What follows belongs to an exercise in optimizing a design on an open flow for small area and few clock cycles; a production flow would make more cautious choices.
Only simulation tests tie the RTL to the original design; equivalence was not proved.

==> flow/design.v (excerpt) <==
module pvd_core (
    input  wire         clk,
    input  wire         rst,
    input  wire         ev_valid,
    output wire         ev_ready,
    input  wire [175:0] ev,
    input  wire [1:0]   range_sel,
    output wire         ann_valid,
    input  wire         ann_ready,
    output wire [149:0] ann
);
    localparam TS = 64;
    function [TS-1:0] add64;             
        input [TS-1:0] a;
        input [TS-1:0] b;
        input          ci;
        reg            c;
        integer        i;
        begin
            c = ci;
            for (i = 0; i < TS; i = i + 1) begin
                add64[i] = a[i] ^ b[i] ^ c;
                c = (a[i] & b[i]) | (c & (a[i] ^ b[i]));
            end
        end
    endfunction
    function [31:0] add32;               
        input [31:0] a;
        input [31:0] b;
        input        ci;
        reg          c;
        integer      i;
        begin
            c = ci;
            for (i = 0; i < 32; i = i + 1) begin
                add32[i] = a[i] ^ b[i] ^ c;
                c = (a[i] & b[i]) | (c & (a[i] ^ b[i]));
            end
        end
    endfunction
    wire [3:0]    hdr      = ev[3:0];
    wire [TS-1:0] ev_start = ev[67:4];
    wire [TS-1:0] ev_end   = ev[131:68];
    wire [4:0]    rx_len   = ev[136:132];
    wire [15:0]   rx_vec   = ev[153:138];
    wire [4:0]    tx_len   = ev[158:154];
    wire [15:0]   tx_vec   = ev[175:160];
    wire is_bits = !hdr[0];
    wire is_rise = (hdr == 4'b1001);
    reg  [15:0]   acc_rx;
    reg  [15:0]   acc_tx;
    reg           frame_start_valid;
    reg  [TS-1:0] frame_start_ts;
    reg  [TS-1:0] frame_end_ts;
    reg  [TS-1:0] wid_ts;
    reg  [3:0]    wid_rem;      
    reg  [3:0]    wid_m;        
    reg           rx_present;
    reg           tx_present;
    reg  [TS-1:0] span_s;       
    reg  [TS-1:0] span_w;       
    reg  [7:0]    ctl_bits;     
    reg  [1:0]    ctl_lbl;      
    reg           ctl_chsel;    
    reg           volt_pend;    
    reg  [2:0]    ctl_cnt;      
    reg  [1:0]    volt_rs;      
    reg           fin_pend;     
    reg  [1:0]    fin_rs;       
    wire busy      = volt_pend || (ctl_cnt != 3'd0);
    assign ann_valid = !rst && busy;
    wire take      = ann_valid && ann_ready;
  ...
Size: roughly 380 flip-flops.
clock: 240.0 ns
lec_check: 0
cap_margin: 20
core_margin: 2
core_utilization: 70
slew_margin: 20
standard.sh (not shown) runs the stock make flow with config.mk's settings and CLKGATE_MAP_FILE= SYNTH_SCRIPT=/design/flow/synth_recipe.tcl, a recipe that flattens the netlist after the stock synthesis.
==> flow/flow/run.sh <==
#!/bin/bash
# The standard layout (standard.sh) with three changes:
#  - synthesis is the standard flow's script (synth_recipe.tcl) unchanged except that ABC
#    maps the logic with flow/abc_map.script (area-oriented amap) instead of
#    ORFS's speed script; registers are mapped before ABC, so they are the
#    standard synthesis's;
#  - the port buffers that global placement inserts are the smallest buffer,
#    sky130_fd_sc_hd__buf_1;
#  - clock tree synthesis uses clkbuf_4 buffers over sink clusters of up to 10
#    flip-flops, without dummy loads.
# The full make output goes to standard_flow.log; the per-step ORFS logs are
# under orfs/logs/.
set -euo pipefail
here=$(pwd)
{ head -n 1 synth_recipe.tcl; cat flow/abc_override.tcl; tail -n +2 synth_recipe.tcl; } > my_synth.tcl
sed "s#SYNTH_SCRIPT=[^ ]*#SYNTH_SCRIPT=$here/my_synth.tcl#" standard.sh > my_standard.sh
export MY_ABC_SCRIPT="$here/flow/abc_map.script"
export BUFFER_PORTS_ARGS="-buffer_cell sky130_fd_sc_hd__buf_1"
export CTS_ARGS="-sink_clustering_enable -repair_clock_nets -dont_use_dummy_load -buf_list sky130_fd_sc_hd__clkbuf_4 -sink_clustering_size 10 -sink_clustering_max_diameter 40"
bash my_standard.sh > standard_flow.log 2>&1
==> flow/flow/abc_map.script <==
strash
&get -n
&st
&syn2
&dch -f
&put
dch -f
amap -m -F 4 -A 8
topo
==> flow/flow/abc_override.tcl <==
# Run ABC's technology mapping with flow/abc_map.script (area-oriented
# standard-cell mapping with amap) in place of ORFS's abc_speed.script.
# Everything else in the synthesis is the standard script.
proc abc {args} {
  set i [lsearch -exact $args -script]
  if {$i >= 0} { lset args [expr {$i + 1}] $::env(MY_ABC_SCRIPT) }
  yosys abc {*}$args
}
The first run produced a clean layout.
Testbench counts at the start, summed over its fixed seeds: cycles 11,637.
Edit:
--- a/flow/flow/run.sh
+++ b/flow/flow/run.sh
@@ -8,3 +8,3 @@
 #    sky130_fd_sc_hd__buf_1;
-#  - clock tree synthesis uses clkbuf_4 buffers over sink clusters of up to 10
+#  - clock tree synthesis uses clkbuf_8 buffers over sink clusters of up to 15
 #    flip-flops, without dummy loads.
@@ -18,3 +18,3 @@
 export BUFFER_PORTS_ARGS="-buffer_cell sky130_fd_sc_hd__buf_1"
-export CTS_ARGS="-sink_clustering_enable -repair_clock_nets -dont_use_dummy_load -buf_list sky130_fd_sc_hd__clkbuf_4 -sink_clustering_size 10 -sink_clustering_max_diameter 40"
+export CTS_ARGS="-sink_clustering_enable -repair_clock_nets -dont_use_dummy_load -buf_list sky130_fd_sc_hd__clkbuf_8 -sink_clustering_size 15 -sink_clustering_max_diameter 50"
 bash my_standard.sh > standard_flow.log 2>&1
Outcome: The changed run finished with timing, DRC and antenna clean. Clock-buffer cell count fell by 14. Routed wire length stays flat. Cell count drops by 0.51%. Fmax stays flat. Global-route usage drops by 0.11 points. Synthesized cell count stays the same.

========
the reference run:
pvd_core, a different RTL version from the one above (not shown whole).
For scale: about 2500 cells after synthesis, roughly 380 flip-flops.
clock: 240.0 ns
lec_check: 0
cap_margin: 20
core_margin: 2
core_utilization: 70
slew_margin: 20
==> flow/flow/run.sh <==
#!/bin/bash
# The standard layout (standard.sh) with two changes:
#  - the port buffers that global placement inserts are the smallest buffer,
#    sky130_fd_sc_hd__buf_1, instead of the tool's default choice;
#  - clock tree synthesis uses clkbuf_8 buffers over sink clusters of up to 15
#    flip-flops, without dummy loads.
# Synthesis, floorplan, power grid, placement, routing and the rest are the
# standard flow unchanged. The full make output goes to standard_flow.log; the
# per-step ORFS logs are under orfs/logs/.
export BUFFER_PORTS_ARGS="-buffer_cell sky130_fd_sc_hd__buf_1"
export CTS_ARGS="-sink_clustering_enable -repair_clock_nets -dont_use_dummy_load -buf_list sky130_fd_sc_hd__clkbuf_8 -sink_clustering_size 15 -sink_clustering_max_diameter 50"
bash standard.sh > standard_flow.log 2>&1
Testbench counts of the reference run, summed over its fixed seeds: cycles 11,637.
## Diff of input files: the trial run against the reference run
--- a/flow/flow/run.sh
+++ b/flow/flow/run.sh
@@ -2 +2,5 @@
-# The standard layout (standard.sh) with two changes:
+# The standard layout (standard.sh) with three changes:
+#  - synthesis is the standard flow's script (synth_recipe.tcl) unchanged except that ABC
+#    maps the logic with flow/abc_map.script (area-oriented amap) instead of
+#    ORFS's speed script; registers are mapped before ABC, so they are the
+#    standard synthesis's;
@@ -4 +8 @@
-#    sky130_fd_sc_hd__buf_1, instead of the tool's default choice;
+#    sky130_fd_sc_hd__buf_1;
@@ -7,3 +11,7 @@
-# Synthesis, floorplan, power grid, placement, routing and the rest are the
-# standard flow unchanged. The full make output goes to standard_flow.log; the
-# per-step ORFS logs are under orfs/logs/.
+# The full make output goes to standard_flow.log; the per-step ORFS logs are
+# under orfs/logs/.
+set -euo pipefail
+here=$(pwd)
+{ head -n 1 synth_recipe.tcl; cat flow/abc_override.tcl; tail -n +2 synth_recipe.tcl; } > my_synth.tcl
+sed "s#SYNTH_SCRIPT=[^ ]*#SYNTH_SCRIPT=$here/my_synth.tcl#" standard.sh > my_standard.sh
+export MY_ABC_SCRIPT="$here/flow/abc_map.script"
@@ -12 +20 @@
-bash standard.sh > standard_flow.log 2>&1
+bash my_standard.sh > standard_flow.log 2>&1
==> flow/flow/abc_map.script (new file) <==
strash
&get -n
&st
&syn2
&dch -f
&put
dch -f
amap -m -F 4 -A 8
topo
==> flow/flow/abc_override.tcl (new file) <==
# Run ABC's technology mapping with flow/abc_map.script (area-oriented
# standard-cell mapping with amap) in place of ORFS's abc_speed.script.
# Everything else in the synthesis is the standard script.
proc abc {args} {
  set i [lsearch -exact $args -script]
  if {$i >= 0} { lset args [expr {$i + 1}] $::env(MY_ABC_SCRIPT) }
  yosys abc {*}$args
}
[summary]
- Changes observed in the trial run relative to the reference run: global-route wire length before repair went down, synthesis-to-layout area growth moved up, via count decreased by about 1% relative to the old numbers, critical path depth rose 18.
- The trial run against the reference run: via density per instance now larger; fraction of layout cells with a size suffix above 1 now smaller; sum of buffers and inverters on the critical path now larger.

[re-timing with driven ports]
No port has a modelled driver above. Below, the same layouts with a new extraction and two added sets of constraints.
Step 1: set_driving_cell puts a clkbuf_16 on clk and a buf_2 on each other input, an assumption about the parent block.
Step 2 moves the port delays by t, midway between the first and last clock arrival at a register: inputs arrive t later, outputs are due t later. That takes back most of the time a late clock gives input paths.
a / b / c = no drivers / after step 1 / after step 2; a / b = the first two.
| run | shift t [ns] | slack for setup (ns) | hold slack, ns | cell pins on the clock port's net |
|---|---|---|---|---|
| the first run of note 1 | 0.824 | 100.521 / 100.552 / 99.728 | 0.389 / 0.389 / 0.389 | 1 |
| the second run of note 1 | 0.648 | 100.302 / 100.332 / 99.683 | 0.394 / 0.394 / 0.394 | 1 |
| the reference run | 0.653 | 108.522 / 108.555 / 107.901 | 0.355 / 0.355 / 0.355 | 1 |
| the trial run | 0.660 | 107.479 / 107.507 / 106.847 | 0.359 / 0.359 / 0.359 | 1 |
After both steps setup and hold are still met in every run listed. The setup slack of the first run of note 1, which loses most, moves by +0.031 ns with the drivers and by -0.793 ns with both steps.
